This is an optimization exercise on Yosys and OpenROAD, whose aim is small area, a short achievable clock period and few clock cycles per item, not a production implementation. Function was checked by simulation only, so behaviour that the tests miss may differ from the original.

<file path="design/flow/config.mk">
export PLATFORM = sky130hd
export DESIGN_NAME = decconv_enc
export DESIGN_NICKNAME = decconv_enc
export VERILOG_FILES = /design/flow/design.v
export SDC_FILE = /design/flow/constraint.sdc
export NUM_CORES = 4
export LEC_CHECK = 0
export ABC_AREA = 1
export CAP_MARGIN = 20
export CORE_MARGIN = 2
export CORE_UTILIZATION = 40
export SLEW_MARGIN = 20
export SYNTH_MEMORY_MAX_BITS = 16384
</file>
<file path="design/flow/design.v">
module decconv_nd_rom (
  input  wire [7:0] l,
  output reg  [5:0] nd
);
  always @(*) begin
    case (l)
      8'd0: nd = 6'd1;
      8'd1: nd = 6'd1;
      8'd2: nd = 6'd1;
      8'd3: nd = 6'd1;
      8'd4: nd = 6'd2;
      8'd5: nd = 6'd2;
      8'd6: nd = 6'd2;
      8'd7: nd = 6'd3;
      8'd8: nd = 6'd3;
      8'd9: nd = 6'd3;
      8'd10: nd = 6'd4;
      8'd11: nd = 6'd4;
      8'd12: nd = 6'd4;
      8'd13: nd = 6'd4;
      8'd14: nd = 6'd5;
      8'd15: nd = 6'd5;
      8'd16: nd = 6'd5;
      8'd17: nd = 6'd6;
      8'd18: nd = 6'd6;
      8'd19: nd = 6'd6;
      8'd20: nd = 6'd7;
      8'd21: nd = 6'd7;
      8'd22: nd = 6'd7;
      8'd23: nd = 6'd7;
      8'd24: nd = 6'd8;
      8'd25: nd = 6'd8;
      8'd26: nd = 6'd8;
      8'd27: nd = 6'd9;
      8'd28: nd = 6'd9;
      8'd29: nd = 6'd9;
      8'd30: nd = 6'd10;
      8'd31: nd = 6'd10;
      8'd32: nd = 6'd10;
      8'd33: nd = 6'd10;
      8'd34: nd = 6'd11;
      8'd35: nd = 6'd11;
      8'd36: nd = 6'd11;
      8'd37: nd = 6'd12;
      8'd38: nd = 6'd12;
      8'd39: nd = 6'd12;
      8'd40: nd = 6'd13;
      8'd41: nd = 6'd13;
      8'd42: nd = 6'd13;
      8'd43: nd = 6'd13;
      8'd44: nd = 6'd14;
      8'd45: nd = 6'd14;
      8'd46: nd = 6'd14;
      8'd47: nd = 6'd15;
      8'd48: nd = 6'd15;
      8'd49: nd = 6'd15;
      8'd50: nd = 6'd16;
      8'd51: nd = 6'd16;
      8'd52: nd = 6'd16;
      8'd53: nd = 6'd16;
      8'd54: nd = 6'd17;
      8'd55: nd = 6'd17;
      8'd56: nd = 6'd17;
      8'd57: nd = 6'd18;
      8'd58: nd = 6'd18;
      8'd59: nd = 6'd18;
      8'd60: nd = 6'd19;
      8'd61: nd = 6'd19;
      8'd62: nd = 6'd19;
      8'd63: nd = 6'd19;
      8'd64: nd = 6'd20;
      8'd65: nd = 6'd20;
      8'd66: nd = 6'd20;
      8'd67: nd = 6'd21;
      8'd68: nd = 6'd21;
      8'd69: nd = 6'd21;
      8'd70: nd = 6'd22;
      8'd71: nd = 6'd22;
      8'd72: nd = 6'd22;
      8'd73: nd = 6'd22;
      8'd74: nd = 6'd23;
      8'd75: nd = 6'd23;
      8'd76: nd = 6'd23;
      8'd77: nd = 6'd24;
      8'd78: nd = 6'd24;
      8'd79: nd = 6'd24;
      8'd80: nd = 6'd25;
      8'd81: nd = 6'd25;
      8'd82: nd = 6'd25;
      8'd83: nd = 6'd25;
      8'd84: nd = 6'd26;
      8'd85: nd = 6'd26;
      8'd86: nd = 6'd26;
      8'd87: nd = 6'd27;
      8'd88: nd = 6'd27;
      8'd89: nd = 6'd27;
      8'd90: nd = 6'd28;
      8'd91: nd = 6'd28;
      8'd92: nd = 6'd28;
      8'd93: nd = 6'd28;
      8'd94: nd = 6'd29;
      8'd95: nd = 6'd29;
      8'd96: nd = 6'd29;
      8'd97: nd = 6'd30;
      8'd98: nd = 6'd30;
      8'd99: nd = 6'd30;
      8'd100: nd = 6'd31;
      8'd101: nd = 6'd31;
      8'd102: nd = 6'd31;
      8'd103: nd = 6'd32;
      8'd104: nd = 6'd32;
      8'd105: nd = 6'd32;
      8'd106: nd = 6'd32;
      8'd107: nd = 6'd33;
      8'd108: nd = 6'd33;
      8'd109: nd = 6'd33;
      8'd110: nd = 6'd34;
      8'd111: nd = 6'd34;
      8'd112: nd = 6'd34;
      8'd113: nd = 6'd35;
      8'd114: nd = 6'd35;
      8'd115: nd = 6'd35;
      8'd116: nd = 6'd35;
      8'd117: nd = 6'd36;
      8'd118: nd = 6'd36;
      8'd119: nd = 6'd36;
      8'd120: nd = 6'd37;
      8'd121: nd = 6'd37;
      8'd122: nd = 6'd37;
      8'd123: nd = 6'd38;
      8'd124: nd = 6'd38;
      8'd125: nd = 6'd38;
      8'd126: nd = 6'd38;
      8'd127: nd = 6'd39;
      8'd128: nd = 6'd39;
      8'd129: nd = 6'd39;
      default: nd = 6'd39;
    endcase
  end
endmodule
module decconv_enc (
  input  wire         clk,
  input  wire         rst_n,
  input  wire         start,
  input  wire         w128,
  input  wire [5:0]   scale,
  input  wire [127:0] a,
  output wire         busy,
  output reg          done,
  output reg          fault,
  output reg  [5:0]   len,
  output wire [327:0] text
);
  localparam integer K   = 8;                  
  localparam integer NW  = (128 + K - 1) / K;  
  localparam integer NB  = NW * K;             
  localparam integer W32 = (32 + K - 1) / K;   
  localparam integer PW  = (NW > 16) ? 5 : 4;  
  localparam [1:0] ST_IDLE  = 2'd0,
                   ST_FETCH = 2'd1,
                   ST_DAB   = 2'd2,
                   ST_FIN   = 2'd3;
  reg [1:0]    state;
  reg [127:0]  b;         
  reg          w_r;
  reg          neg;
  reg [5:0]    s_r;
  reg [PW-1:0] p;         
  reg          lastw;     
  reg [K-1:0]  w;         
  reg [5:0]    c;         
  reg          uflag;     
  reg [5:0]    ds;        
  reg [163:0]  r;         
  assign busy = (state != ST_IDLE);
  wire neg_in = w128 ? a[127] : a[31];
  reg [NB-1:0] ax;
  reg [NW-1:0] need;
  reg [PW-1:0] p0;
  integer q, i;
  always @(*) begin
    for (i = 0; i < NB; i = i + 1) begin
      if (i >= 128)
        ax[i] = neg_in;
      else if (i >= 32 && i < W32 * K)
        ax[i] = w128 ? a[i] : a[31];
      else
        ax[i] = a[i];
    end
    for (q = 0; q < NW; q = q + 1) begin
      if (q == 0)
        need[q] = neg_in ? ~&ax[K-1:0] : |ax[K-1:0];
      else
        need[q] = neg_in ? ~&ax[K*q+K-1 -: K+1] : |ax[K*q +: K];
      if (q >= W32)
        need[q] = need[q] & w128;
    end
    p0 = {PW{1'b0}};
    for (q = 1; q < NW; q = q + 1)
      if (need[q]) p0 = q[PW-1:0];
  end
  wire bad_s = (scale > (w128 ? 6'd38 : 6'd9));
  reg [NB-1:0] bx;
  reg [NW-1:0] wnz;
  reg          lo;
  reg [K-1:0]  rw;
  reg          bb;
  reg [K-1:0]  mw;
  reg          run;
  integer j;
  always @(*) begin
    for (i = 0; i < NB; i = i + 1) begin
      if (i >= 128)
        bx[i] = neg;
      else if (i >= 32 && i < W32 * K)
        bx[i] = w_r ? b[i] : b[31];
      else
        bx[i] = b[i];
    end
    for (q = 0; q < NW; q = q + 1)
      wnz[q] = |bx[K*q +: K];
    lo = 1'b0;
    for (q = 0; q < NW; q = q + 1)
      if (q < p) lo = lo | wnz[q];
    rw = bx[K*p +: K];
    bb = (p == {PW{1'b0}}) ? 1'b1 : bx[K*p - 1];
    run = lo;
    for (j = 0; j < K; j = j + 1) begin
      mw[j] = rw[j] ^ (neg & run);
      run   = run | rw[j];
    end
  end
  localparam integer NT = ((K + 1) * 30103) / 100000 + 1;   
  function integer nd_f(input integer l);
    begin
      nd_f = (l * 30103) / 100000 + 1;
    end
  endfunction
  reg [K:0]  hx;
  reg [4:0]  hp;
  reg [4:0]  xb;
  always @(*) begin
    hx = neg ? ~{rw, bb} : {rw, 1'b0};
    hp = 5'd0;
    for (j = 0; j <= K; j = j + 1)
      if (hx[j]) hp = j[4:0];
    xb = hp + {4'd0, neg};
  end
  function integer th_f(input integer pw, input integer idx);
    integer n, m, xv;
    begin
      n = 0;
      for (xv = 1; xv <= K + 1; xv = xv + 1)
        if (nd_f(pw * K + xv) != nd_f(pw * K + xv - 1)) n = n + 1;
      th_f = 0;
      m = NT - n;
      for (xv = 1; xv <= K + 1; xv = xv + 1)
        if (nd_f(pw * K + xv) != nd_f(pw * K + xv - 1)) begin
          if (m == idx) th_f = xv;
          m = m + 1;
        end
    end
  endfunction
  reg [5:0]  base;             
  reg [4:0]  th [0:NT-1];      
  integer    pp;
  always @(*) begin
    base = 6'd0;
    for (i = 0; i < NT; i = i + 1) th[i] = 5'd0;
    for (pp = 0; pp < NW; pp = pp + 1)
      if (p == pp) begin
        base = nd_f(pp * K + K + 1);
        for (i = 0; i < NT; i = i + 1) th[i] = th_f(pp, i);
      end
  end
  wire [6:0] cb  = 7'd40 - {6'd0, neg} - {1'b0, base};
  wire [6:0] ys  = 7'd39 - {6'd0, neg} - {1'b0, s_r};
  reg  [5:0] c_new;
  reg        nd_gt;
  reg  [6:0] ck;
  reg        ltk;
  integer    kk;
  always @(*) begin
    c_new = 6'd0;
    nd_gt = 1'b0;
    for (kk = 0; kk <= NT; kk = kk + 1) begin
      ck  = cb + kk;
      ltk = (ck < ys);
      if ((kk == NT || xb >= th[NT-1-kk]) && (kk == 0 || xb < th[NT-kk])) begin
        c_new = ltk ? ck[5:0] : ys[5:0];
        nd_gt = ltk;
      end
    end
  end
  function [3:0] stp(input [3:0] s, input cin);
    reg h, p, y1, y0, n1;
    begin
      {h, p, y1, y0} = s;
      n1     = (~h & ~p & y0) | (h & p & ~y1 & ~y0);
      stp[3] = (~h & ((p & y0) | y1)) | (h & y0) | (n1 & cin);
      stp[2] = cin;
      stp[1] = n1;
      stp[0] = (~h & ((p & ~y0) | y1)) | (h & ~(p ^ y0));
    end
  endfunction
  localparam [3:0] C_MINUS = 4'b0111,
                   C_DOT   = 4'b0011;
  function [4:0] chr(input [3:0] s);
    reg h, p, y1, y0;
    begin
      {h, p, y1, y0} = s;
      chr[4] = ~(y1 & y0);
      chr[3] = y0 & (h | y1);
      chr[2] = (~h & y1) | (h & ~y0);
      chr[1] = (~h & y0 & ~(y1 & p)) | (h & ~y1 & ~y0);
      chr[0] = p;
    end
  endfunction
  reg [39:0]  inj;
  reg [159:0] x;
  reg [159:0] xn;
  reg         cy;
  integer t, k;
  always @(*) begin
    for (k = 0; k < 40; k = k + 1)
      inj[k] = (c == k);
    x = r[159:0];
    for (t = 0; t < K; t = t + 1) begin
      cy = 1'b0;
      for (k = 0; k < 40; k = k + 1) begin
        xn[4*k +: 4] = stp(x[4*k +: 4], cy | (inj[k] & w[K-1-t]));
        cy = x[4*k+3];
      end
      x = xn;
    end
  end
  wire u = uflag & (neg ? (r[155:152] == 4'd0) : (r[159:156] == 4'd0));
  reg [40:0]  gt;       
  reg [40:0]  f;
  reg [5:0]   e;
  reg [163:0] rf;
  reg [3:0]   src0, src1, src2;
  integer s;
  always @(*) begin
    for (s = 0; s < 41; s = s + 1)
      gt[s] = (s > ds);
    for (s = 0; s < 41; s = s + 1)
      f[s] = ((s < 40) && (r[4*s +: 4] != 4'd0) && !gt[s] && (s != ds)) || (s == ds + 1);
    e = 6'd40;
    for (s = 40; s >= 0; s = s - 1)
      if (f[s]) e = s[5:0];
    for (s = 0; s < 41; s = s + 1) begin
      src0 = (s < 40) ? r[4*s +: 4] : 4'd0;
      src1 = (s >= 1) ? r[4*(s-1) +: 4] : 4'd0;
      src2 = (s >= 2) ? r[4*(s-2) +: 4] : 4'd0;
      if (s == 40 && neg)
        rf[4*s +: 4] = C_MINUS;
      else if (!u) begin
        if (gt[s])          rf[4*s +: 4] = src1;
        else if (s == ds)   rf[4*s +: 4] = C_DOT;
        else                rf[4*s +: 4] = src0;
      end else begin
        if ((s >= 1) && gt[s-1])  rf[4*s +: 4] = src2;
        else if (gt[s])           rf[4*s +: 4] = C_DOT;
        else                      rf[4*s +: 4] = src1;
      end
    end
  end
  wire [5:0] len_fin = 6'd41 - {5'd0, u} - e;
  always @(posedge clk) begin
    if (!rst_n) begin
      state <= ST_IDLE;
      done  <= 1'b0;
    end else begin
      done <= 1'b0;
      case (state)
        ST_IDLE: begin
          if (start) begin
            if (bad_s) begin
              fault <= 1'b1;
              len   <= 6'd0;
              done  <= 1'b1;
            end else begin
              fault <= 1'b0;
              state <= ST_FETCH;
            end
          end
        end
        ST_FETCH: state <= ST_DAB;
        ST_DAB:   if (lastw) state <= ST_FIN;
        default: begin
          len   <= len_fin;
          done  <= 1'b1;
          state <= ST_IDLE;
        end
      endcase
    end
  end
  always @(posedge clk) begin
    case (state)
      ST_IDLE: begin
        b   <= a;
        w_r <= w128;
        neg <= neg_in;
        s_r <= scale;
        p   <= p0;
      end
      ST_FETCH: begin
        w     <= mw;
        lastw <= (p == {PW{1'b0}});
        p     <= p - 1'b1;
        c     <= c_new;
        uflag <= nd_gt;
        r     <= 164'd0;
      end
      ST_DAB: begin
        w     <= mw;
        lastw <= (p == {PW{1'b0}});
        p     <= p - 1'b1;
        ds    <= c + s_r;
        r[159:0] <= x;
      end
      default: begin
        r <= rf;
      end
    endcase
  end
  genvar gi;
  generate
    for (gi = 0; gi < 41; gi = gi + 1) begin : g_txt
      wire [4:0] ch = chr(r[4*(40-gi) +: 4]);
      wire       v  = (len > gi);
      assign text[8*gi +: 8] = v ? {2'b00, 1'b1, ch} : 8'h00;
    end
  endgenerate
endmodule
</file>
<file path="design/flow/run.sh">
#!/bin/bash
# synth_recipe.tcl (not shown) runs the flow's synth.tcl, then flattens the netlist and writes it again
# the make line also repeats each setting of config.mk as NAME=value (left out here)
make -C /OpenROAD-flow-scripts/flow DESIGN_CONFIG=/design/flow/config.mk WORK_HOME=/design/flow/orfs CLKGATE_MAP_FILE= SYNTH_SCRIPT=/design/flow/synth_recipe.tcl finish
</file>
<file path="design/flow/constraint.sdc">
create_clock -name core_clock -period 10.0 [get_ports {clk}]
set_input_delay 2.0000 -clock core_clock [delete_from_list [all_inputs] [get_ports {clk}]]
set_output_delay 2.0000 -clock core_clock [all_outputs]
set_load 0.01 [all_outputs]
</file>
==> results.toml, run 1 <==
[outcome]
outcome = "complete, no violations"

[clock_network]
max-clock-path-buffers = 3
clk_pin_slew_ns = 0.06
clock_latency_ns = 0.64
clock-sinks = 335
ctsResizeCount = 0
cts_root_buffer = "clkbuf_16"
post-cts-setup-buffer-count = 0
cts_tree = "built"
cts_hold_buf = 0
htreeDepth = 2
cts_buffers = 45

[layout]
final-seq-area_sq_um = 10000
areaGrowthSynthToFinish_pct = 12.7
drive_gt1_share_pct = 9.89
nets = 10100
nFillCells = 14800
multi_input_area_sq_um = 40300
n_antenna_cell = 0

[routing]
drt_iter0_markers = 5488
postRouteAntennaNets = 0
dr.max_layer_used = "met5"
met1Wirelength_um = 91200
route.detailed.drc = 0
first_pass_iters = 7
vias_per_cell = 5.55
met2_wirelength_um = 103000
vias = 61900
wl_met3_um = 19400
wl_per_cell_um = 20.2
drt_wl_total_um = 225000

[setup_path]
max_stage_delay_ns = 0.75
slowest_stage = "nor2_1"
crit_path_end_kind = "output pin"
cp.required_ns = 8.00
path_class = "register to output pin"
crit_top_cell = "inv_1"
worst_ep_arrival_time_ns = 5.03
cp_max_fo = 15
worstPathCellList = "buf_4 > nor2_1 > inv_1 > nor2_1 > inv_1 > nor2_1 > nand2_1 > nand2_1 > inv_1 > o21ai_0 > inv_1 > clkdlybuf4s50_1"
cp-start-kind = "register"

[sta]
period_share_pct = 70.3
timing.final.crit_period_ns = 7.03
hold_viol = 0
holdWs_ns = 0.641
setup_viol = 0
slew_viol_final = 0
worst_pin_slew_ns = 1.24
setup_tns_ns = 0
slew_headroom_pct = 17.0
rsz0062_at_grt = "false"
finClkSkew_ns = 0.0383
fmax_mhz = 142

[synthesis]
synthCells = 8892
synth_edf_count = 332
yosysWarnings = 3
synth-seq-area-share_pct = 17.5
ys.flop_type = "edfxtp_1"
synth_seq_cells = 335
avgSynthCellArea_sq_um = 6.43
yosysUniqueCellTypes = 89
syn_area_sq_um = 57200
synthArstFlopShare_pct = 0

[grt]
grt_overflow = 0
grt_max_degree = 93
grt_pass1_vias = 57200
grt_usage_pct = 29.3
grt_pass1_wl_um = 333000
antenna_found_initial = 12

[die]
core_area_sq_um = 142000
die_height_um = 382
die_w_um = 382
io_pins = 475
dieArea_sq_um = 146000
rows = 138
initial_core_util_pct = 40.3

[place]
port_buffers = 392
gp_congestion = 0.985
hpwl_um = 179000

[job]
maxCapViolCount = 0

[min_path]
hold_class = "register to register"
==> synthesized netlist by cell type (all sizes together), types with 23 or more instances <==
library cell | n | area (sq um)
nand4 | 116 | 738
a21oi | 482 | 2810
o22ai | 146 | 1040
a31oi | 43 | 315
o21a | 44 | 330
o211ai | 160 | 1220
o311ai | 23 | 201
nand2 | 2103 | 8240
a211oi | 33 | 248
nor3 | 151 | 766
ha | 715 | 8950
or2 | 91 | 569
clkbuf | 121 | 468
edfxtp | 332 | 9970
nor4 | 53 | 332
nor2 | 831 | 3390
o31ai | 44 | 422
nand3 | 431 | 2300
inv | 1531 | 5750
nand3b | 43 | 323
buf | 119 | 850
o21ai | 1069 | 6180
==> cells by family (layout without fill, tap and decap cells) <==
| logic type | after synthesis | count (layout) | synth area share [%] |
|---|---|---|---|
| simple gates | 3835 | 3835 | 29.3 |
| compound gates | 2183 | 2183 | 24.4 |
| buf+inv | 1789 | 2076 | 12.5 |
| fa+ha+maj | 717 | 717 | 15.7 |
| flops | 335 | 335 | 17.5 |
| xor+xnor | 31 | 31 | 0.475 |
| other cells | 2 | 84 | 0.0131 |
==> worst paths after layout <==
kind	start	end	slack, ns	depth (start not counted)
worst min register to register	state[0]	state[0]	0.64	2
worst max register to register	w[7]	r[72]	3.13	29
worst max-delay path	len[5]	text[2]	2.97	12
worst min-delay path	state[0]	state[0]	0.64	2
==> area by class of cell <==
cell class	instances	area share (%)
flip-flops and latches	335	15.6
well taps	1890	3.67
repair buffers	446	6.72
clock inverters	33	0.523
clock buffers	49	1.81
multi-input cells	6850	62.7
inverters	1548	9.04
==> routing by layer <==
metal / vias up / GRT usage (%)
met4: 8 / 13.6
li1: 30300 / -
met2: 2432 / 49.3
met5: - / 0
met3: 467 / 5.14
met1: 28700 / 36.4
==> flip-flops by register name (all words and copies together) (netlist names), 2 cells and up <==
register	flops
ds	6
len	6
w	8
r	164
c	6
state	2
b	128
p	4
s_r	6
==> stage by stage <==
step | setup WS [ns] | instance area [sq um] | util, % | std cells
global placement | 3.48 | 62900 | 44.4 | 11100
floorplan | 3.82 | 57500 | - | 8974
finish | 2.97 | 64400 | 45.4 | 11200
detailed placement | 3.25 | 62900 | 44.4 | 11100
global route | 2.82 | 64400 | 45.4 | 11200
CTS | 3.10 | 64400 | 45.4 | 11200
==> cells in the final DEF, fill, tap and decap left out, types with 43 or more instances in the layout <==
| cell type | Yosys | final |
|---|---|---|
| nand2_1 | 2014 | 2013 |
| inv_1 | 1307 | 1301 |
| nor2_1 | 778 | 777 |
| ha_1 | 715 | 714 |
| o21ai_0 | 549 | 549 |
| nand3_1 | 412 | 411 |
| a21oi_1 | 400 | 400 |
| clkdlybuf4s50_1 | 0 | 392 |
| edfxtp_1 | 332 | 332 |
| o21ai_1 | 314 | 314 |
| inv_2 | 223 | 228 |
| o21ai_2 | 198 | 198 |
| o211ai_1 | 156 | 156 |
| nor3_1 | 149 | 149 |
| o22ai_1 | 126 | 126 |
| nand4_1 | 114 | 114 |
| conb_1 | 2 | 84 |
| a21oi_2 | 70 | 70 |
| nand2_2 | 67 | 68 |
| buf_4 | 87 | 54 |
| nor4_1 | 53 | 53 |
| clkbuf_16 | 0 | 46 |
| or2_2 | 45 | 45 |
| o21a_1 | 44 | 44 |
| nand3b_1 | 43 | 43 |
==> critical path: cells and delay by family, from the launching register on <==
kind	cells	cell delay, ns
AND/OR/NAND/NOR	5	2.49
buffers and inverters	6	1.46
flip-flops	1	0.36
AO/OA/AOI/OAI	1	0.07
Testbench counts, summed over its fixed seeds: cycles 9,750, items 960.
==> run 2, diff against run 1 <==
--- a/design/flow/config.mk
+++ b/design/flow/config.mk
@@ -9,5 +9,6 @@
 export CAP_MARGIN = 20
 export CORE_MARGIN = 2
 export CORE_UTILIZATION = 40
+export SETUP_SLACK_MARGIN = 5
 export SLEW_MARGIN = 20
 export SYNTH_MEMORY_MAX_BITS = 16384
==> run 2 against run 1 <==
Net effect: still clean on timing, DRC and antenna; non-clock buffer count increased by 1244; count of clock-buffer cells in the layout unchanged; wire length increased by 22%; sequential cell count stayed put; clock skew fell by 0.015 ns; cell count increased by 11%; critical path type is now register to register; die area unchanged; critical endpoint is now r[143].
==> results.toml, run 2 <==
[setup_path]
r2r_cells = 37
r2r_setup_slack_ns = 4.36
r2r-end = "r[143]"
crit_start = "c[4]"
cp.required_ns = 10.42
crit_end = "r[143]"
cp_max_fo = 5
worst_ep_arrival_time_ns = 6.07
cp-start-kind = "register"
max_stage_delay_ns = 0.50
crit_top_cell = "nand2_1"
crit_path_end_kind = "register"
slowest_stage = "edfxtp_1"
reg2reg_from = "c[4]"
path_class = "register to register"

[synthesis]
avgSynthCellArea_sq_um = 6.43
ys.flop_type = "edfxtp_1"
synth-seq-area-share_pct = 17.5
synth_top_area_share_pct = 17.4
synth.area.mux_share_pct = 0
yosys-top-cells-area = "edfxtp_1, ha_1, nand2_1, inv_1, nor2_1"
yosysUniqueCellTypes = 89
syn_area_sq_um = 57200
synth_common_cells = "nand2_1, inv_1, nor2_1"
synth_xor_area_share_pct = 0.475
yosysWarnings = 3
synthSimpleGateAreaFrac_pct = 29.3
synth_seq_cells = 335
synth_top_family_by_area = "simple AND/OR/NAND/NOR gates"
synthArstFlopShare_pct = 0
yosysMostFrequentCell = "nand2_1"
yosys.area.top_type = "edfxtp_1"
synthCells = 8892
synth_edf_count = 332
synthAdderAreaFrac_pct = 15.7
synth_compound_gate_area_share_pct = 24.4

[grt]
grt_overflow = 0
grt_max_degree = 85
antenna_found_initial = 6
grt_pass1_vias = 65300
grt_pass1_wl_um = 370000
grt_usage_pct = 32.2

[layout]
largest_reg_flops = 164
final_cell_mix = "nand2_1, buf_4, inv_1"
nFillCells = 11400
final-seq-area_sq_um = 10000
drive_gt1_share_pct = 42.2
nets = 11300
largestRegisters = "r x164, b x128, w x8"
multi_input_area_sq_um = 54600
layout_commonest_cell = "nand2_1"
areaGrowthSynthToFinish_pct = 58.1
top_register = "r"

[routing]
vias = 72000
first_pass_iters = 7
vias_per_cell = 5.81
wl_per_cell_um = 22.0
drt_wl_total_um = 273000
drt_iter0_markers = 6861
postRouteAntennaNets = 0
route.detailed.drc = 0

[sta]
rsz0062_at_grt = "true"
fmax_mhz = 177
hold_viol = 0
setup_tns_ns = 0
setup_viol = 0
worst_pin_slew_ns = 1.31
slew_viol_final = 0
period_share_pct = 56.4
finClkSkew_ns = 0.0232
slew_headroom_pct = 12.5
timing.final.crit_period_ns = 5.64

[clock_network]
cts_tree = "built"
clock_latency_ns = 0.67
clk_pin_slew_ns = 0.06
max-clock-path-buffers = 3
cts_buffers = 46
cts_hold_buf = 0
cts_root_buffer = "clkbuf_16"
htreeDepth = 2
clock-sinks = 335

[place]
gp_congestion = 1.00
port_buffers = 392
hpwl_um = 177000

[die]
io_pins = 475
core_area_sq_um = 142000
initial_core_util_pct = 40.3
die_height_um = 382
die_w_um = 382
dieArea_sq_um = 146000
rows = 138

[outcome]
outcome = "complete, no violations"

[min_path]
hold_class = "register to register"
whs_path_depth = 2

[job]
maxCapViolCount = 0
==> run 2: worst min path at each step <==
stage,start,slack [ns],endpoint
after global placement,state[0],0.66,state[0]
after detailed placement,state[0],0.66,state[0]
after floorplan,state[0],0.52,state[0]
after CTS,state[0],0.67,state[0]
final,state[0],0.69,state[0]
after global routing,state[0],0.69,state[0]
==> run 2: cell type report <==
class | instances | share of cell area, %
Timing Repair Buffer | 1690 | 17.3
Timing Repair inverter | 2 | 0.0512
Inverter | 1548 | 6.81
Multi-Input combinational cell | 6850 | 60.4
Clock inverter | 34 | 0.472
Tap cell | 1890 | 2.62
Sequential cell | 335 | 11.1
Clock buffer | 49 | 1.29
Antenna cell | 4 | 0.0111
==> run 2: kinds of logic (layout without fill, tap and decap cells) <==
family	count (synthesis)	in the layout
AOI/OAI and AO/OA	2183	2183
xor gates and xnor gates	31	31
adders and majority gates	717	717
buffers and inverters	1789	3323
DFF	335	335
other	2	88
and+or+nand+nor	3835	3835
==> run 2: repair_timing <==
item	in CTS	in global routing
pin swaps	876	991
cloned	6	2
buffers inserted	723	514
gates resized for setup	1660	1987
setup endpoints to repair	396	269
==> run 2: per-layer routing <==
metal  global-route usage [%]  vias up  routed length, um  share of wire [%]
met2                     54.3     3932             125000                 46
met4                     21.3        2              23900                8.8
met1                     37.1    34000              98200                 36
met3                     6.24     1300              26000                9.5
met5                        0        -                  9             0.0033
li1                         -    32900                  -                  -
==> run 2: critical path, delay by kind of cell (launching register included) <==
| family | cells | cell delay (ns) |
|---|---|---|
| compound gates | 9 | 1.47 |
| fa+ha+maj | 2 | 0.32 |
| buf+inv | 12 | 1.30 |
| flops | 1 | 0.50 |
| simple gates | 14 | 1.80 |
==> run 2: stage by stage <==
| stage | hold slack (ns) | worst slack (ns) | instances | util, % | cell area (sq um) |
|---|---|---|---|---|---|
| 2_1_floorplan | 0.519 | 4.92 | 8974 | - | 58100 |
| 3_3_place_gp | 0.663 | 3.35 | 11100 | 44.8 | 63600 |
| 3_5_place_dp | 0.662 | 3.18 | 11100 | 44.8 | 63600 |
| 4_1_cts | 0.670 | 4.75 | 11900 | 55.0 | 78000 |
| 5_1_grt | 0.685 | 4.16 | 12400 | 63.8 | 90400 |
| 6_report | 0.690 | 4.36 | 12400 | 63.8 | 90400 |
==> run 3, diff against run 2 <==
--- a/design/flow/design.v
+++ b/design/flow/design.v
@@ -177,27 +177,27 @@
   reg [NB-1:0] ax;
   reg [NW-1:0] need;
   reg [PW-1:0] p0;
-  integer q, i;
+  integer q1, i1;
   always @(*) begin
-    for (i = 0; i < NB; i = i + 1) begin
-      if (i >= 128)
-        ax[i] = neg_in;
-      else if (i >= 32 && i < W32 * K)
-        ax[i] = w128 ? a[i] : a[31];
+    for (i1 = 0; i1 < NB; i1 = i1 + 1) begin
+      if (i1 >= 128)
+        ax[i1] = neg_in;
+      else if (i1 >= 32 && i1 < W32 * K)
+        ax[i1] = w128 ? a[i1] : a[31];
       else
-        ax[i] = a[i];
+        ax[i1] = a[i1];
     end
-    for (q = 0; q < NW; q = q + 1) begin
-      if (q == 0)
-        need[q] = neg_in ? ~&ax[K-1:0] : |ax[K-1:0];
+    for (q1 = 0; q1 < NW; q1 = q1 + 1) begin
+      if (q1 == 0)
+        need[q1] = neg_in ? ~&ax[K-1:0] : |ax[K-1:0];
       else
-        need[q] = neg_in ? ~&ax[K*q+K-1 -: K+1] : |ax[K*q +: K];
-      if (q >= W32)
-        need[q] = need[q] & w128;
+        need[q1] = neg_in ? ~&ax[K*q1+K-1 -: K+1] : |ax[K*q1 +: K];
+      if (q1 >= W32)
+        need[q1] = need[q1] & w128;
     end
     p0 = {PW{1'b0}};
-    for (q = 1; q < NW; q = q + 1)
-      if (need[q]) p0 = q[PW-1:0];
+    for (q1 = 1; q1 < NW; q1 = q1 + 1)
+      if (need[q1]) p0 = q1[PW-1:0];
   end
   wire bad_s = (scale > (w128 ? 6'd38 : 6'd9));
   reg [NB-1:0] bx;
@@ -207,27 +207,27 @@
   reg          bb;
   reg [K-1:0]  mw;
   reg          run;
-  integer j;
+  integer j2, i2, q2, j3, i4;
   always @(*) begin
-    for (i = 0; i < NB; i = i + 1) begin
-      if (i >= 128)
-        bx[i] = neg;
-      else if (i >= 32 && i < W32 * K)
-        bx[i] = w_r ? b[i] : b[31];
+    for (i2 = 0; i2 < NB; i2 = i2 + 1) begin
+      if (i2 >= 128)
+        bx[i2] = neg;
+      else if (i2 >= 32 && i2 < W32 * K)
+        bx[i2] = w_r ? b[i2] : b[31];
       else
-        bx[i] = b[i];
+        bx[i2] = b[i2];
     end
-    for (q = 0; q < NW; q = q + 1)
-      wnz[q] = |bx[K*q +: K];
+    for (q2 = 0; q2 < NW; q2 = q2 + 1)
+      wnz[q2] = |bx[K*q2 +: K];
     lo = 1'b0;
-    for (q = 0; q < NW; q = q + 1)
-      if (q < p) lo = lo | wnz[q];
+    for (q2 = 0; q2 < NW; q2 = q2 + 1)
+      if (q2 < p) lo = lo | wnz[q2];
     rw = bx[K*p +: K];
     bb = (p == {PW{1'b0}}) ? 1'b1 : bx[K*p - 1];
     run = lo;
-    for (j = 0; j < K; j = j + 1) begin
-      mw[j] = rw[j] ^ (neg & run);
-      run   = run | rw[j];
+    for (j2 = 0; j2 < K; j2 = j2 + 1) begin
+      mw[j2] = rw[j2] ^ (neg & run);
+      run   = run | rw[j2];
     end
   end
   localparam integer NT = ((K + 1) * 30103) / 100000 + 1;   
@@ -238,13 +238,11 @@
   endfunction
   reg [K:0]  hx;
   reg [4:0]  hp;
-  reg [4:0]  xb;
   always @(*) begin
     hx = neg ? ~{rw, bb} : {rw, 1'b0};
     hp = 5'd0;
-    for (j = 0; j <= K; j = j + 1)
-      if (hx[j]) hp = j[4:0];
-    xb = hp + {4'd0, neg};
+    for (j3 = 0; j3 <= K; j3 = j3 + 1)
+      if (hx[j3]) hp = j3[4:0];
   end
   function integer th_f(input integer pw, input integer idx);
     integer n, m, xv;
@@ -261,69 +259,71 @@
         end
     end
   endfunction
-  reg [5:0]  base;             
-  reg [4:0]  th [0:NT-1];      
-  integer    pp;
+  reg [4:0]  th  [0:NT-1];
+  reg [5:0]  ckc [0:NT];
+  integer    pp, ng;
   always @(*) begin
-    base = 6'd0;
-    for (i = 0; i < NT; i = i + 1) th[i] = 5'd0;
+    for (i4 = 0; i4 < NT; i4 = i4 + 1) th[i4] = 5'd0;
+    for (i4 = 0; i4 <= NT; i4 = i4 + 1) ckc[i4] = 6'd0;
     for (pp = 0; pp < NW; pp = pp + 1)
-      if (p == pp) begin
-        base = nd_f(pp * K + K + 1);
-        for (i = 0; i < NT; i = i + 1) th[i] = th_f(pp, i);
-      end
+      for (ng = 0; ng < 2; ng = ng + 1)
+        if (p == pp && neg == ng) begin
+          for (i4 = 0; i4 < NT; i4 = i4 + 1)
+            th[i4] = (th_f(pp, i4) == 0) ? 0 : th_f(pp, i4) - ng;
+          for (i4 = 0; i4 <= NT; i4 = i4 + 1)
+            ckc[i4] = 40 - nd_f(pp * K + K + 1) + i4;
+        end
   end
-  wire [6:0] cb  = 7'd40 - {6'd0, neg} - {1'b0, base};
-  wire [6:0] ys  = 7'd39 - {6'd0, neg} - {1'b0, s_r};
+  wire [5:0] ys1 = 6'd39 - s_r;
+  reg  [5:0] cand [0:NT];
+  reg  [NT:0] ltk;
+  reg  [NT:0] sel;
   reg  [5:0] c_new;
   reg        nd_gt;
-  reg  [6:0] ck;
-  reg        ltk;
   integer    kk;
   always @(*) begin
+    for (kk = 0; kk <= NT; kk = kk + 1) begin
+      ltk[kk]  = (ckc[kk] < ys1);
+      cand[kk] = (ltk[kk] ? ckc[kk] : ys1) - {5'd0, neg};
+      sel[kk]  = (kk == NT || hp >= th[NT-1-kk]) && (kk == 0 || hp < th[NT-kk]);
+    end
     c_new = 6'd0;
     nd_gt = 1'b0;
-    for (kk = 0; kk <= NT; kk = kk + 1) begin
-      ck  = cb + kk;
-      ltk = (ck < ys);
-      if ((kk == NT || xb >= th[NT-1-kk]) && (kk == 0 || xb < th[NT-kk])) begin
-        c_new = ltk ? ck[5:0] : ys[5:0];
-        nd_gt = ltk;
+    for (kk = 0; kk <= NT; kk = kk + 1)
+      if (sel[kk]) begin
+        c_new = c_new | cand[kk];
+        nd_gt = nd_gt | ltk[kk];
       end
-    end
   end
   function [3:0] stp(input [3:0] s, input cin);
-    reg h, p, y1, y0, n1;
+    reg h, q, y1, y0;
     begin
-      {h, p, y1, y0} = s;
-      n1     = (~h & ~p & y0) | (h & p & ~y1 & ~y0);
-      stp[3] = (~h & ((p & y0) | y1)) | (h & y0) | (n1 & cin);
+      {h, q, y1, y0} = s;
+      stp[3] = (q & y1 & cin) | (~h & q & y1) | (~h & y1 & cin) | (h & ~y1 & ~y0) | (~h & y0);
       stp[2] = cin;
-      stp[1] = n1;
-      stp[0] = (~h & ((p & ~y0) | y1)) | (h & ~(p ^ y0));
+      stp[1] = h ^ q;
+      stp[0] = y1 & ~(h ^ q);
     end
   endfunction
   localparam [3:0] C_MINUS = 4'b0111,
                    C_DOT   = 4'b0011;
   function [4:0] chr(input [3:0] s);
-    reg h, p, y1, y0;
+    reg h, q, y1, y0;
     begin
-      {h, p, y1, y0} = s;
+      {h, q, y1, y0} = s;
       chr[4] = ~(y1 & y0);
-      chr[3] = y0 & (h | y1);
-      chr[2] = (~h & y1) | (h & ~y0);
-      chr[1] = (~h & y0 & ~(y1 & p)) | (h & ~y1 & ~y0);
-      chr[0] = p;
+      chr[3] = (y1 & y0) | (h & ~y1 & ~y0);
+      chr[2] = (h & y1) | y0;
+      chr[1] = (~q & y1) | (y1 & ~y0);
+      chr[0] = q;
     end
   endfunction
-  reg [39:0]  inj;
+  reg [39:0]  inj;       
   reg [159:0] x;
   reg [159:0] xn;
   reg         cy;
   integer t, k;
   always @(*) begin
-    for (k = 0; k < 40; k = k + 1)
-      inj[k] = (c == k);
     x = r[159:0];
     for (t = 0; t < K; t = t + 1) begin
       cy = 1'b0;
@@ -367,6 +367,7 @@
     end
   end
   wire [5:0] len_fin = 6'd41 - {5'd0, u} - e;
+  integer kr;
   always @(posedge clk) begin
     if (!rst_n) begin
       state <= ST_IDLE;
@@ -410,6 +411,8 @@
         lastw <= (p == {PW{1'b0}});
         p     <= p - 1'b1;
         c     <= c_new;
+        for (kr = 0; kr < 40; kr = kr + 1)
+          inj[kr] <= (c_new == kr);
         uflag <= nd_gt;
         r     <= 164'd0;
       end
@@ -425,11 +428,22 @@
       end
     endcase
   end
+  reg [5:0] gth, eqh;
+  reg [7:0] gtl;
+  integer hh;
+  always @(*) begin
+    for (hh = 0; hh < 6; hh = hh + 1) begin
+      gth[hh] = (len[5:3] > hh);
+      eqh[hh] = (len[5:3] == hh);
+    end
+    for (hh = 0; hh < 8; hh = hh + 1)
+      gtl[hh] = (len[2:0] > hh);
+  end
   genvar gi;
   generate
     for (gi = 0; gi < 41; gi = gi + 1) begin : g_txt
       wire [4:0] ch = chr(r[4*(40-gi) +: 4]);
-      wire       v  = (len > gi);
+      wire       v  = gth[gi / 8] | (eqh[gi / 8] & gtl[gi % 8]);
       assign text[8*gi +: 8] = v ? {2'b00, 1'b1, ch} : 8'h00;
     end
   endgenerate
--- a/design/flow/config.mk
+++ b/design/flow/config.mk
@@ -9,6 +9,5 @@
 export CAP_MARGIN = 20
 export CORE_MARGIN = 2
 export CORE_UTILIZATION = 40
-export SETUP_SLACK_MARGIN = 5
 export SLEW_MARGIN = 20
 export SYNTH_MEMORY_MAX_BITS = 16384
==> run 3 against run 2 <==
Net effect: wire length fell by 32%; non-clock buffer count is 1256 lower; register-to-register slack got worse by 0.63 ns; synthesized cell count shrank 20%; critical endpoint is now text[10]; sequential share of layout area increased by 9.2 points; cell count is 27% lower.
==> results.toml, run 3 <==
[outcome]
outcome = "complete, no violations"

[sta]
hold_viol = 0
finClkSkew_ns = 0.0608
slew_headroom_pct = 18.2
fmax_mhz = 148
slew_viol_final = 0
worst_pin_slew_ns = 1.21
holdWs_ns = 0.580
setup_viol = 0
setup_tns_ns = 0
period_share_pct = 67.4
rsz0062_at_grt = "false"
timing.final.crit_period_ns = 6.74

[synthesis]
synth_seq_cells = 375
yosysUniqueCellTypes = 84
synthArstFlopShare_pct = 0
yosys-top-cells-area = "edfxtp_1, nand2_1, ha_1, inv_1, o21ai_0"
synth_top_area_share_pct = 22.8
yosys.area.top_type = "edfxtp_1"
yosysWarnings = 5
synth-seq-area-share_pct = 22.9
ys.flop_type = "edfxtp_1"
synth_common_cells = "nand2_1, inv_1, nor2_1"
yosysMostFrequentCell = "nand2_1"
avgSynthCellArea_sq_um = 6.92
syn_area_sq_um = 49000
synth_edf_count = 372
synthCells = 7082

[layout]
nFillCells = 12400
nets = 7900
areaGrowthSynthToFinish_pct = 12.8
layout_commonest_cell = "nand2_1"
drive_gt1_share_pct = 14.1
largestRegisters = "r x164, b x128, inj x40"
final_cell_mix = "nand2_1, inv_1, nor2_1"
top_register = "r"
largest_reg_flops = 164
final-seq-area_sq_um = 11200
multi_input_area_sq_um = 32500

[routing]
postRouteAntennaNets = 0
drt_iter0_markers = 4341
route.detailed.drc = 0
first_pass_iters = 6
drt_wl_total_um = 186000
wl_per_cell_um = 20.6
vias = 50300
vias_per_cell = 5.58

[setup_path]
crit_path_end_kind = "output pin"
max_stage_delay_ns = 0.74
crit_end = "text[10]"
r2r_cells = 31
path_class = "register to output pin"
cp_max_fo = 13
worst_ep_arrival_time_ns = 4.74
cp.required_ns = 8.00
crit_start = "len[5]"
r2r-end = "inj[14]"
cp-start-kind = "register"
slowest_stage = "nor2_1"
reg2reg_from = "p[0]"
crit_top_cell = "inv_1"
r2r_setup_slack_ns = 3.73
worstPathCellList = "nor2_1 > buf_4 > inv_1 > nor2_1 > clkinv_1 > nor2_1 > inv_1 > nand2_1 > inv_1 > a22oi_1 > inv_1 > clkdlybuf4s50_1"

[die]
io_pins = 475
die_height_um = 354
rows = 128
dieArea_sq_um = 125000
core_area_sq_um = 122000
initial_core_util_pct = 40.3
die_w_um = 354

[grt]
antenna_found_initial = 4
grt_overflow = 0
grt_pass1_wl_um = 280000
grt_pass1_vias = 47000
grt_usage_pct = 28.5
grt_max_degree = 77

[clock_network]
clk_pin_slew_ns = 0.07
max-clock-path-buffers = 3
post-cts-setup-buffer-count = 0
clock-sinks = 375
cts_tree = "built"
cts_buffers = 48
htreeDepth = 2
ctsResizeCount = 0
cts_hold_buf = 0
cts_root_buffer = "clkbuf_16"
clock_latency_ns = 0.68

[place]
port_buffers = 392
hpwl_um = 147000
gp_congestion = 0.975

[job]
maxCapViolCount = 0

[min_path]
hold_class = "register to register"
## run 3: area by class of cell
| cell class | instances | area share (%) |
|---|---|---|
| antenna | 1 | 0.00453 |
| clock buffer | 53 | 2.21 |
| inverter | 966 | 6.57 |
| multi-input combinational | 5515 | 58.7 |
| clock inverter | 37 | 0.831 |
| sequential | 375 | 20.3 |
| timing repair buffer | 434 | 7.67 |
| tap | 1625 | 3.68 |
## run 3: cells by family after synthesis
family / count (synthesis) / synth area share, %
AO/OA/AOI/OAI: 1862 / 25.0
XOR/XNOR: 41 / 0.733
adder cells (fa/ha/maj): 422 / 10.8
buffers and inverters: 1273 / 11.6
flip-flops: 375 / 22.9
other: 2 / 0.0153
AND/OR/NAND/NOR: 3107 / 29.0
## run 3: critical path, delay by kind of cell, from the launching register on
kind	cells	cell delay (ns)
DFF	1	0.64
buffers and inverters	7	1.84
AOI/OAI and AO/OA	1	0.14
and+or+nand+nor	4	1.43
## run 3: worst min path at each step
| stage | from | endpoint | slack [ns] | cells past startpoint |
|---|---|---|---|---|
| after floorplan | state[0] | state[0] | 0.52 | 2 |
| after global routing | c[0] | ds[0] | 0.61 | 1 |
| final | c[0] | ds[0] | 0.58 | 1 |
| after CTS | c[0] | ds[0] | 0.58 | 1 |
| after global placement | c[0] | ds[0] | 0.59 | 1 |
| after detailed placement | c[0] | ds[0] | 0.58 | 1 |
## run 3: metal layers
metal	track usage (%)	vias up	wire length, um
li1	-	24400	-
met1	37.1	23400	78200
met2	46.8	2142	83500
met3	5.13	351	16000
met4	11.0	6	7970
met5	0	-	46
## run 3: metrics by stage
stage | util, % | setup slack (ns) | std cells | cell area [sq um]
floorplan | - | 3.13 | 7163 | 49300
global placement | 44.0 | 3.95 | 8915 | 53600
detailed placement | 44.0 | 3.86 | 8915 | 53600
CTS | 45.4 | 3.32 | 9005 | 55300
global route | 45.4 | 2.99 | 9005 | 55300
finish | 45.4 | 3.26 | 9006 | 55300
Testbench counts of run 3, summed over its fixed seeds: cycles 9,750, items 960.
==> run 4, diff against run 3 <==
--- a/design/flow/design.v
+++ b/design/flow/design.v
@@ -276,23 +276,29 @@
   end
   wire [5:0] ys1 = 6'd39 - s_r;
   reg  [5:0] cand [0:NT];
+  reg  [39:0] ohc [0:NT];
   reg  [NT:0] ltk;
   reg  [NT:0] sel;
+  reg  [39:0] inj_new;
   reg  [5:0] c_new;
   reg        nd_gt;
-  integer    kk;
+  integer    kk, ks;
   always @(*) begin
     for (kk = 0; kk <= NT; kk = kk + 1) begin
       ltk[kk]  = (ckc[kk] < ys1);
       cand[kk] = (ltk[kk] ? ckc[kk] : ys1) - {5'd0, neg};
+      for (ks = 0; ks < 40; ks = ks + 1)
+        ohc[kk][ks] = (cand[kk] == ks);
       sel[kk]  = (kk == NT || hp >= th[NT-1-kk]) && (kk == 0 || hp < th[NT-kk]);
     end
-    c_new = 6'd0;
-    nd_gt = 1'b0;
+    inj_new = 40'd0;
+    c_new   = 6'd0;
+    nd_gt   = 1'b0;
     for (kk = 0; kk <= NT; kk = kk + 1)
       if (sel[kk]) begin
-        c_new = c_new | cand[kk];
-        nd_gt = nd_gt | ltk[kk];
+        inj_new = inj_new | ohc[kk];
+        c_new   = c_new | cand[kk];
+        nd_gt   = nd_gt | ltk[kk];
       end
   end
   function [3:0] stp(input [3:0] s, input cin);
@@ -337,10 +343,12 @@
   wire u = uflag & (neg ? (r[155:152] == 4'd0) : (r[159:156] == 4'd0));
   reg [40:0]  gt;       
   reg [40:0]  f;
+  reg [40:0]  pf;
+  reg [40:0]  vfin;
   reg [5:0]   e;
   reg [163:0] rf;
   reg [3:0]   src0, src1, src2;
-  integer s;
+  integer s, d;
   always @(*) begin
     for (s = 0; s < 41; s = s + 1)
       gt[s] = (s > ds);
@@ -349,6 +357,10 @@
     e = 6'd40;
     for (s = 40; s >= 0; s = s - 1)
       if (f[s]) e = s[5:0];
+    pf = f;
+    for (d = 1; d < 41; d = d * 2)
+      pf = pf | (pf << d);
+    vfin = u ? (pf << 1) : pf;
     for (s = 0; s < 41; s = s + 1) begin
       src0 = (s < 40) ? r[4*s +: 4] : 4'd0;
       src1 = (s >= 1) ? r[4*(s-1) +: 4] : 4'd0;
@@ -367,7 +379,7 @@
     end
   end
   wire [5:0] len_fin = 6'd41 - {5'd0, u} - e;
-  integer kr;
+  reg  [40:0] vm;       
   always @(posedge clk) begin
     if (!rst_n) begin
       state <= ST_IDLE;
@@ -380,6 +392,7 @@
             if (bad_s) begin
               fault <= 1'b1;
               len   <= 6'd0;
+              vm    <= 41'd0;
               done  <= 1'b1;
             end else begin
               fault <= 1'b0;
@@ -391,6 +404,7 @@
         ST_DAB:   if (lastw) state <= ST_FIN;
         default: begin
           len   <= len_fin;
+          vm    <= vfin;
           done  <= 1'b1;
           state <= ST_IDLE;
         end
@@ -410,9 +424,8 @@
         w     <= mw;
         lastw <= (p == {PW{1'b0}});
         p     <= p - 1'b1;
+        inj   <= inj_new;
         c     <= c_new;
-        for (kr = 0; kr < 40; kr = kr + 1)
-          inj[kr] <= (c_new == kr);
         uflag <= nd_gt;
         r     <= 164'd0;
       end
@@ -428,23 +441,11 @@
       end
     endcase
   end
-  reg [5:0] gth, eqh;
-  reg [7:0] gtl;
-  integer hh;
-  always @(*) begin
-    for (hh = 0; hh < 6; hh = hh + 1) begin
-      gth[hh] = (len[5:3] > hh);
-      eqh[hh] = (len[5:3] == hh);
-    end
-    for (hh = 0; hh < 8; hh = hh + 1)
-      gtl[hh] = (len[2:0] > hh);
-  end
   genvar gi;
   generate
     for (gi = 0; gi < 41; gi = gi + 1) begin : g_txt
       wire [4:0] ch = chr(r[4*(40-gi) +: 4]);
-      wire       v  = gth[gi / 8] | (eqh[gi / 8] & gtl[gi % 8]);
-      assign text[8*gi +: 8] = v ? {2'b00, 1'b1, ch} : 8'h00;
+      assign text[8*gi +: 8] = vm[40-gi] ? {2'b00, 1'b1, ch} : 8'h00;
     end
   endgenerate
 endmodule
==> run 4 against run 3 <==
Net effect: non-clock buffer count down 6; largest cell class unchanged; still clean; final area is 4.7% higher; count of clock-buffer cells in the layout rose by 7; global-route usage grew 1.0 points; register-to-register slack lost 0.05 ns.
==> results.toml, run 4 <==
[place]
hpwl_um = 159000
port_buffers = 392
dp_cells = 9448
gp_congestion = 0.992

[routing]
vias = 54100
vias_per_cell = 5.67
drt_wl_total_um = 201000
postRouteAntennaNets = 0
route.detailed.drc = 0
first_pass_iters = 6
drt_iter0_markers = 5477
wl_per_cell_um = 21.0

[layout]
nets = 8400
multi_input_area_sq_um = 33100
nFillCells = 13000
areaGrowthSynthToFinish_pct = 12.9
final_cell_mix = "nand2_1, inv_1, nor2_1"
drive_gt1_share_pct = 11.0
n_antenna_cell = 0
layout_commonest_cell = "nand2_1"
largest_reg_flops = 164
final-seq-area_sq_um = 12500
fin_cells = 9546
top_register = "r"
largestRegisters = "r x164, b x128, vm x41"

[clock_network]
cts_buffers = 53
cts_root_buffer = "clkbuf_16"
cts_tree = "built"
ctsResizeCount = 0
max-clock-path-buffers = 3
clk_pin_slew_ns = 0.06
post-cts-setup-buffer-count = 0
cts_hold_buf = 0
htreeDepth = 2
clock_latency_ns = 0.64
clock-sinks = 416

[setup_path]
cp_max_fo = 19
path_class = "register to register"
crit_path_end_kind = "register"
cp.required_ns = 10.37
cp-start-kind = "register"
worst_ep_arrival_time_ns = 6.69

[synthesis]
yosysUniqueCellTypes = 86
yosysWarnings = 6
synthCells = 7542
synth_common_cells = "nand2_1, inv_1, nor2_1"
syn_area_sq_um = 51200
yosys.area.top_type = "edfxtp_1"
synthArstFlopShare_pct = 0
avgSynthCellArea_sq_um = 6.80
synth-seq-area-share_pct = 24.3
ys.flop_type = "edfxtp_1"
synth_edf_count = 413
yosys-top-cells-area = "edfxtp_1, nand2_1, ha_1, inv_1, o21ai_0"
yosysMostFrequentCell = "nand2_1"
synth_top_area_share_pct = 24.2
synth_seq_cells = 416

[sta]
fmax_mhz = 158
setup_tns_ns = 0
rsz0062_at_grt = "false"
hold_viol = 0
slew_headroom_pct = 23.9
finClkSkew_ns = 0.0244
period_share_pct = 63.2
setup_viol = 0
worst_pin_slew_ns = 1.13
timing.final.crit_period_ns = 6.32
slew_viol_final = 0

[die]
die_height_um = 362
die_w_um = 362
initial_core_util_pct = 40.2
core_area_sq_um = 127000
rows = 131
dieArea_sq_um = 131000
io_pins = 475

[grt]
grt_usage_pct = 29.5
grt_overflow = 0
grt_pass1_wl_um = 301000
grt_pass1_vias = 49900
antenna_found_initial = 1
grt_max_degree = 75

[outcome]
outcome = "complete, no violations"

[job]
maxCapViolCount = 0

[min_path]
hold_class = "register to register"
==> run 4: cell type report <==
class	instances	share of cell area [%]
Clock inverter	38	0.655
Clock buffer	60	2.37
Timing Repair Buffer	428	7.25
Tap cell	1662	3.59
Sequential cell	416	21.5
Inverter	1142	7.41
Multi-Input combinational cell	5800	57.2
==> run 4: through the flow <==
stage | utilization, % | worst slack [ns] | cell area, sq um | hold slack [ns]
6_report | 45.4 | 3.68 | 57900 | 0.606
5_1_grt | 45.4 | 3.04 | 57900 | 0.617
3_3_place_gp | 44.1 | 3.86 | 56100 | 0.574
3_5_place_dp | 44.1 | 3.80 | 56100 | 0.581
4_1_cts | 45.4 | 3.86 | 57900 | 0.595
2_1_floorplan | - | 3.57 | 51600 | 0.515
==> run 4: critical path: stages (launching register included) <==
cell and delay (ns):
edfxtp_1 0.70, inv_1 0.59, ha_1 0.25, inv_1 0.09, nor2_1 0.47, inv_1 0.30
o21ai_0 0.17, nand2_1 0.11, nand3_1 0.08, nand2_1 0.12, nand2_1 0.10, nand2_1 0.05
a21oi_1 0.20, ha_1 0.27, inv_1 0.05, nor2_1 0.04, o21ai_1 0.12, nand2_1 0.22
o21ai_0 0.40, nand3_1 0.16, nor2_1 0.15, nand2_1 0.08, xor2_1 0.24, inv_1 0.09
nand2_1 0.35, inv_2 0.21, a221oi_1 0.33, o21ai_0 0.13
==> run 4: path summary, 6_finish.rpt <==
check / from / slack (ns) / cells after the start / end
worst min register to register: r[47] / 0.61 / 2 / r[51]
worst max-delay path: p[1] / 3.68 / 27 / inj[4]
worst max register to register: p[1] / 3.68 / 27 / inj[4]
worst min-delay path: r[47] / 0.61 / 2 / r[51]
==> run 4: kinds of logic (layout without fill, tap and decap cells) <==
logic type | after synthesis | count (layout) | share of synthesized area [%]
and+or+nand+nor | 3427 | 3427 | 30.2
AOI/OAI and AO/OA | 1838 | 1838 | 22.9
buffers and inverters | 1407 | 1668 | 11.8
adders and majority gates | 421 | 421 | 10.3
DFF | 416 | 416 | 24.3
xor gates and xnor gates | 32 | 32 | 0.547
other | 1 | 82 | 0.00732
==> run 4: routing by layer <==
metal / up-vias / global-route usage (%) / share of wire, %
li1: 26100 / - / -
met1: 25300 / 39.3 / 43
met2: 2326 / 47.7 / 44
met3: 377 / 4.51 / 8.4
met4: 0 / 11.8 / 4.6
met5: - / 0 / 0
Testbench counts of run 4, summed over its fixed seeds: cycles 9,750, items 960.
==> run 5, diff against run 4 <==
--- a/design/flow/config.mk
+++ b/design/flow/config.mk
@@ -8,6 +8,7 @@
 export ABC_AREA = 1
 export CAP_MARGIN = 20
 export CORE_MARGIN = 2
-export CORE_UTILIZATION = 40
+export CORE_UTILIZATION = 55
+export PLACE_DENSITY = 0.75
 export SLEW_MARGIN = 20
 export SYNTH_MEMORY_MAX_BITS = 16384
==> run 5 against run 4 <==
Net effect: still clean; global-route usage rose by 8.0 points; register-to-register slack got worse by 0.17 ns; wire length fell by 7.8%; sequential cell count did not move; sequential share of layout area rose by 0.27 points; clock skew rose by 0.0097 ns; critical path type unchanged; critical endpoint is now inj[6].
==> results.toml, run 5 <==
[routing]
drt_wl_total_um = 185000
vias_per_cell = 5.96
route.detailed.drc = 0
wl_per_cell_um = 20.3
vias = 54300
drt_iter0_markers = 5662
postRouteAntennaNets = 0
first_pass_iters = 7

[layout]
largestRegisters = "r x164, b x128, vm x41"
layout_commonest_cell = "nand2_1"
final_util_pct = 62.2
drive_gt1_share_pct = 10.9
nets = 8393
largest_reg_flops = 164
top_register = "r"
nFillCells = 8641
final_cell_mix = "nand2_1, inv_1, nor2_1"
areaGrowthSynthToFinish_pct = 11.5

[synthesis]
synthCells = 7542
avgSynthCellArea_sq_um = 6.80
synthSimpleGateAreaFrac_pct = 30.2
synth_common_cells = "nand2_1, inv_1, nor2_1"
synth.area.mux_share_pct = 0
synth_edf_count = 413
synthAdderAreaFrac_pct = 10.3
yosys.area.top_type = "edfxtp_1"
yosysUniqueCellTypes = 86
yosysMostFrequentCell = "nand2_1"
synth_compound_gate_area_share_pct = 22.9
yosysWarnings = 6
synth-seq-area-share_pct = 24.3
synth_top_area_share_pct = 24.2
ys.flop_type = "edfxtp_1"
synth_seq_cells = 416
yosys-top-cells-area = "edfxtp_1, nand2_1, ha_1, inv_1, o21ai_0"
syn_area_sq_um = 51200
synthArstFlopShare_pct = 0
synth_xor_area_share_pct = 0.547
synth_top_family_by_area = "simple AND/OR/NAND/NOR gates"

[min_path]
hold_class = "register to register"

[die]
initial_core_util_pct = 55.7
dieArea_sq_um = 95600
rows = 111
die_height_um = 309
core_area_sq_um = 91900
die_w_um = 309
io_pins = 475

[sta]
holdWs_ns = 0.615
timing.final.crit_period_ns = 6.49
worst_pin_slew_ns = 1.11
slew_headroom_pct = 25.9
rsz0062_at_grt = "false"
setup_tns_ns = 0
period_share_pct = 64.9
slew_viol_final = 0
fmax_mhz = 154
setup_viol = 0
finClkSkew_ns = 0.0340
hold_viol = 0

[grt]
grt_overflow = 0
grt_pass1_vias = 50100
grt_pass1_wl_um = 280000
grt_usage_pct = 37.5
antenna_found_initial = 5
grt_max_degree = 91

[place]
port_buffers = 392
gp_congestion = 0.999
hpwl_um = 145000

[clock_network]
htreeDepth = 2
cts_tree = "built"
cts_buffers = 47
clk_pin_slew_ns = 0.06
cts_hold_buf = 0
cts_root_buffer = "clkbuf_16"
clock_latency_ns = 0.63
max-clock-path-buffers = 3
ctsResizeCount = 0
clock-sinks = 416
post-cts-setup-buffer-count = 0

[job]
maxCapViolCount = 0

[outcome]
outcome = "complete, no violations"

[setup_path]
cp_max_fo = 39
cp-start-kind = "register"
cp.required_ns = 10.33
worst_ep_arrival_time_ns = 6.82
crit_path_end_kind = "register"
path_class = "register to register"
-- run 5: area by class of cell --
class                      count  area [sq um]  share of cell area [%]
antenna                        2          5.00                 0.00876
clock buffer                  52          1220                    2.13
clock inverter                34           350                   0.613
inverter                    1142          4290                    7.51
multi-input combinational   5800         33100                    57.9
sequential                   416         12500                    21.8
tap                         1243          1560                    2.72
timing repair buffer         427          4190                    7.32
-- run 5: final timing paths --
kind / slack (ns) / to / cells after the start / from
max: 3.51 / inj[6] / 26 / p[0]
min: 0.61 / r[51] / 2 / r[47]
max reg2reg: 3.51 / inj[6] / 26 / p[0]
min reg2reg: 0.61 / r[51] / 2 / r[47]
-- run 5: layer usage --
layer | part of all wire [%] | global-route usage, %
met5 | 0.028 | 0
met4 | 6.0 | 19.4
met3 | 9.2 | 6.28
met2 | 44 | 60.3
met1 | 41 | 48.5
-- run 5: cells by family after synthesis --
logic type,after synthesis
flops,416
simple gates,3427
fa+ha+maj,421
buf+inv,1407
other cells,1
xor+xnor,32
compound gates,1838
-- run 5: through the flow --
| stage | instances | area, sq um | worst slack [ns] |
|---|---|---|---|
| global route | 9115 | 57200 | 2.94 |
| global placement | 9028 | 55600 | 3.82 |
| floorplan | 7623 | 51600 | 3.57 |
| finish | 9116 | 57200 | 3.51 |
| CTS | 9114 | 57200 | 3.72 |
| detailed placement | 9028 | 55600 | 3.77 |
-- run 5: worst max-delay path, cell delays in order, from the launching register on --
cell and delay (ns):
edfxtp_1 0.36, clkinv_1 0.59, buf_4 0.53, ha_1 0.26, inv_1 0.15, nor2_1 0.16, inv_1 0.28, a31oi_1 0.12
o21ai_0 0.23, a21oi_1 0.11, o31ai_1 0.35, inv_1 0.11, ha_1 0.28, o21ai_1 0.07, inv_1 0.06, o21ai_1 0.11
nand2_1 0.22, o21ai_0 0.30, ha_1 0.22, nand3_1 0.11, nand3b_1 0.20, xor2_1 0.31, inv_1 0.10, nand2_2 0.24
inv_1 0.23, a221oi_1 0.36, o21ai_0 0.15
==> run 6, diff against run 5 <==
--- a/design/flow/config.mk
+++ b/design/flow/config.mk
@@ -8,7 +8,7 @@
 export ABC_AREA = 1
 export CAP_MARGIN = 20
 export CORE_MARGIN = 2
-export CORE_UTILIZATION = 55
-export PLACE_DENSITY = 0.75
-export SLEW_MARGIN = 20
+export CORE_UTILIZATION = 40
+export SETUP_SLACK_MARGIN = 4.5
+export SLEW_MARGIN = 40
 export SYNTH_MEMORY_MAX_BITS = 16384
==> run 6 against run 5 <==
Net effect: sequential share of layout area decreased by 0.78 points; critical endpoint is now busy; via count increased by 0.17%; area after synthesis unchanged; worst setup slack improved by 1.1 ns; critical path type is now register to output pin; sequential cell count unchanged; maximum frequency increased by 20%; synthesized cell count unchanged; register-to-register slack improved by 1.2 ns; non-clock buffer count increased by 80.
==> results.toml, run 6 <==
[setup_path]
max_stage_delay_ns = 0.77
worst_ep_arrival_time_ns = 3.39
path_class = "register to output pin"
cp.required_ns = 8.00
path_buf_inv = 3
crit_path_end_kind = "output pin"
cp_max_fo = 37
critPathTopFamily = "buffers and inverters"
cp-start-kind = "register"
slowest_stage = "clkdlybuf4s50_1"
worstPathCellList = "clkinv_2 > ha_4 > inv_1 > clkdlybuf4s50_1"
r2r_setup_slack_ns = 4.74

[sta]
hold_viol = 0
setup_viol = 0
worst_pin_slew_ns = 0.873
timing.final.crit_period_ns = 5.39
slew_viol_final = 0
finClkSkew_ns = 0.0387
slew_headroom_pct = 41.1
setup_tns_ns = 0
fmax_mhz = 186
period_share_pct = 53.9
rsz0062_at_grt = "true"

[routing]
vias_per_cell = 5.65
postRouteAntennaNets = 0
drt_iter0_markers = 5235
wl_per_cell_um = 20.6
first_pass_iters = 8
route.detailed.drc = 0
vias = 54400
drt_wl_total_um = 198000

[die]
die_height_um = 362
die_w_um = 362
rows = 131
dieArea_sq_um = 131000
initial_core_util_pct = 40.2
core_area_sq_um = 127000
io_pins = 475

[layout]
final_cell_mix = "nand2_1, inv_1, nor2_1"
top_register = "r"
largestRegisters = "r x164, b x128, vm x41"
layout_commonest_cell = "nand2_1"
drive_gt1_share_pct = 13.1
largest_reg_flops = 164
final_util_pct = 46.6
areaGrowthSynthToFinish_pct = 15.7
nFillCells = 12900
nets = 8479
fin_cells = 9625

[clock_network]
cts_hold_buf = 0
htreeDepth = 2
max-clock-path-buffers = 3
clk_pin_slew_ns = 0.07
clock-sinks = 416
cts_root_buffer = "clkbuf_16"
clock_latency_ns = 0.64
cts_buffers = 51
cts_tree = "built"

[grt]
antenna_found_initial = 3
grt_max_degree = 77
grt_overflow = 0
grt_pass1_vias = 50000
grt_usage_pct = 29.0
grt_pass1_wl_um = 297000

[synthesis]
synthCells = 7542
syn_area_sq_um = 51200
yosys-top-cells-area = "edfxtp_1, nand2_1, ha_1, inv_1, o21ai_0"
synth_top_area_share_pct = 24.2
yosysUniqueCellTypes = 86
yosys.area.top_type = "edfxtp_1"
synth_seq_cells = 416
yosysWarnings = 6
synthArstFlopShare_pct = 0
yosysMostFrequentCell = "nand2_1"
synth-seq-area-share_pct = 24.3
synth_common_cells = "nand2_1, inv_1, nor2_1"
synth_edf_count = 413
avgSynthCellArea_sq_um = 6.80
ys.flop_type = "edfxtp_1"

[min_path]
hold_class = "register to register"

[place]
gp_congestion = 0.967
port_buffers = 392
hpwl_um = 155000
dp_cells = 9444

[job]
maxCapViolCount = 0

[outcome]
outcome = "complete, no violations"
==> run 6: final cells by class <==
cell class / count / area, sq um / area share (%)
diodes: 1 / 2.50 / 0.00422
clock buffers: 55 / 1310 / 2.21
repair buffers: 507 / 5030 / 8.48
multi-input cells: 5802 / 33500 / 56.5
clock inverters: 40 / 539 / 0.909
well taps: 1662 / 2080 / 3.51
inverters: 1142 / 4370 / 7.36
flip-flops and latches: 416 / 12500 / 21.0
==> run 6: stage by stage <==
step / worst slack [ns] / hold WS [ns] / cell area, sq um
2_1_floorplan: 4.54 / 0.519 / 51600
3_3_place_gp: 3.89 / 0.578 / 56100
3_5_place_dp: 3.84 / 0.579 / 56100
4_1_cts: 4.50 / 0.593 / 58200
5_1_grt: 4.43 / 0.645 / 59300
6_report: 4.61 / 0.610 / 59300
==> run 6: worst register-to-register path, cell delays in order (launching register included) <==
cell and delay [ns]:
edfxtp_1 0.32, buf_4 0.43, inv_2 0.41, nand2_1 0.16, nand2_1 0.11, nor2_4 0.66, inv_2 0.58, buf_4 0.54
nor2_1 0.52, clkinv_1 0.82, o22ai_1 0.50
==> run 6: repair_timing <==
item / CTS / global route
pin swaps: 0 / 13
setup buffers: 5 / 73
setup endpoints to repair: 139 / 159
gates cloned: 2 / 4
gates resized for setup: 29 / 123
==> run 6: path summary, 6_finish.rpt <==
| kind | cells after the start | startpoint | to |
|---|---|---|---|
| worst max-delay path | 4 | state[1] | busy |
| worst min-delay path | 2 | r[47] | r[51] |
| worst max register to register | 10 | neg | vm[15] |
| worst min register to register | 2 | r[47] | r[51] |
==> run 6: cells by family (layout without fill, tap and decap cells) <==
logic type	count (synthesis)	after routing	synth area share, %
flip-flops	416	416	24.3
AND/OR/NAND/NOR	3427	3429	30.2
adder cells (fa/ha/maj)	421	421	10.3
XOR/XNOR	32	32	0.547
AO/OA/AOI/OAI	1838	1838	22.9
other	1	83	0.00732
buffers and inverters	1407	1744	11.8
==> run 6: layer usage <==
layer / part of all wire [%] / wire length, um / GRT usage, %
met4: 4.7 / 9370 / 11.7
met5: 0 / 0 / 0
met2: 45 / 88600 / 47.0
met1: 42 / 83300 / 38.4
met3: 8.6 / 17200 / 4.69

[re-timing with driven ports]
In the flow no input, the clock included, has a driving cell. The finished layouts below were timed again as built, in two steps.
Step 1 sets driving cells, clkbuf_16 on the clock port and buf_2 on the other inputs (assumed; they add their load-dependent delay and slew).
Step 2 times the ports against the registers' clock, not the clock port: input delays grow and output delays shrink by t, the midpoint of the rising clock arrivals with the driver on.
a / b / c = ideal / step 1 / step 2; a / b = the first two.
run | t (ns) | setup WS [ns] | worst data-port slew with drivers (ns)
run 1 | 0.694 | 2.967 / 2.897 / 3.131 | 0.15
run 2 | 0.726 | 4.356 / 4.356 / 4.356 | 0.06
run 3 | 0.713 | 3.256 / 3.189 / 3.728 | 0.07
run 4 | 0.701 | 3.678 / 3.678 / 3.678 | 0.06
run 5 | 0.681 | 3.511 / 3.511 / 3.511 | 0.14
run 6 | 0.695 | 4.609 / 4.538 / 4.645 | 0.13
After both steps every run listed still meets setup and hold.
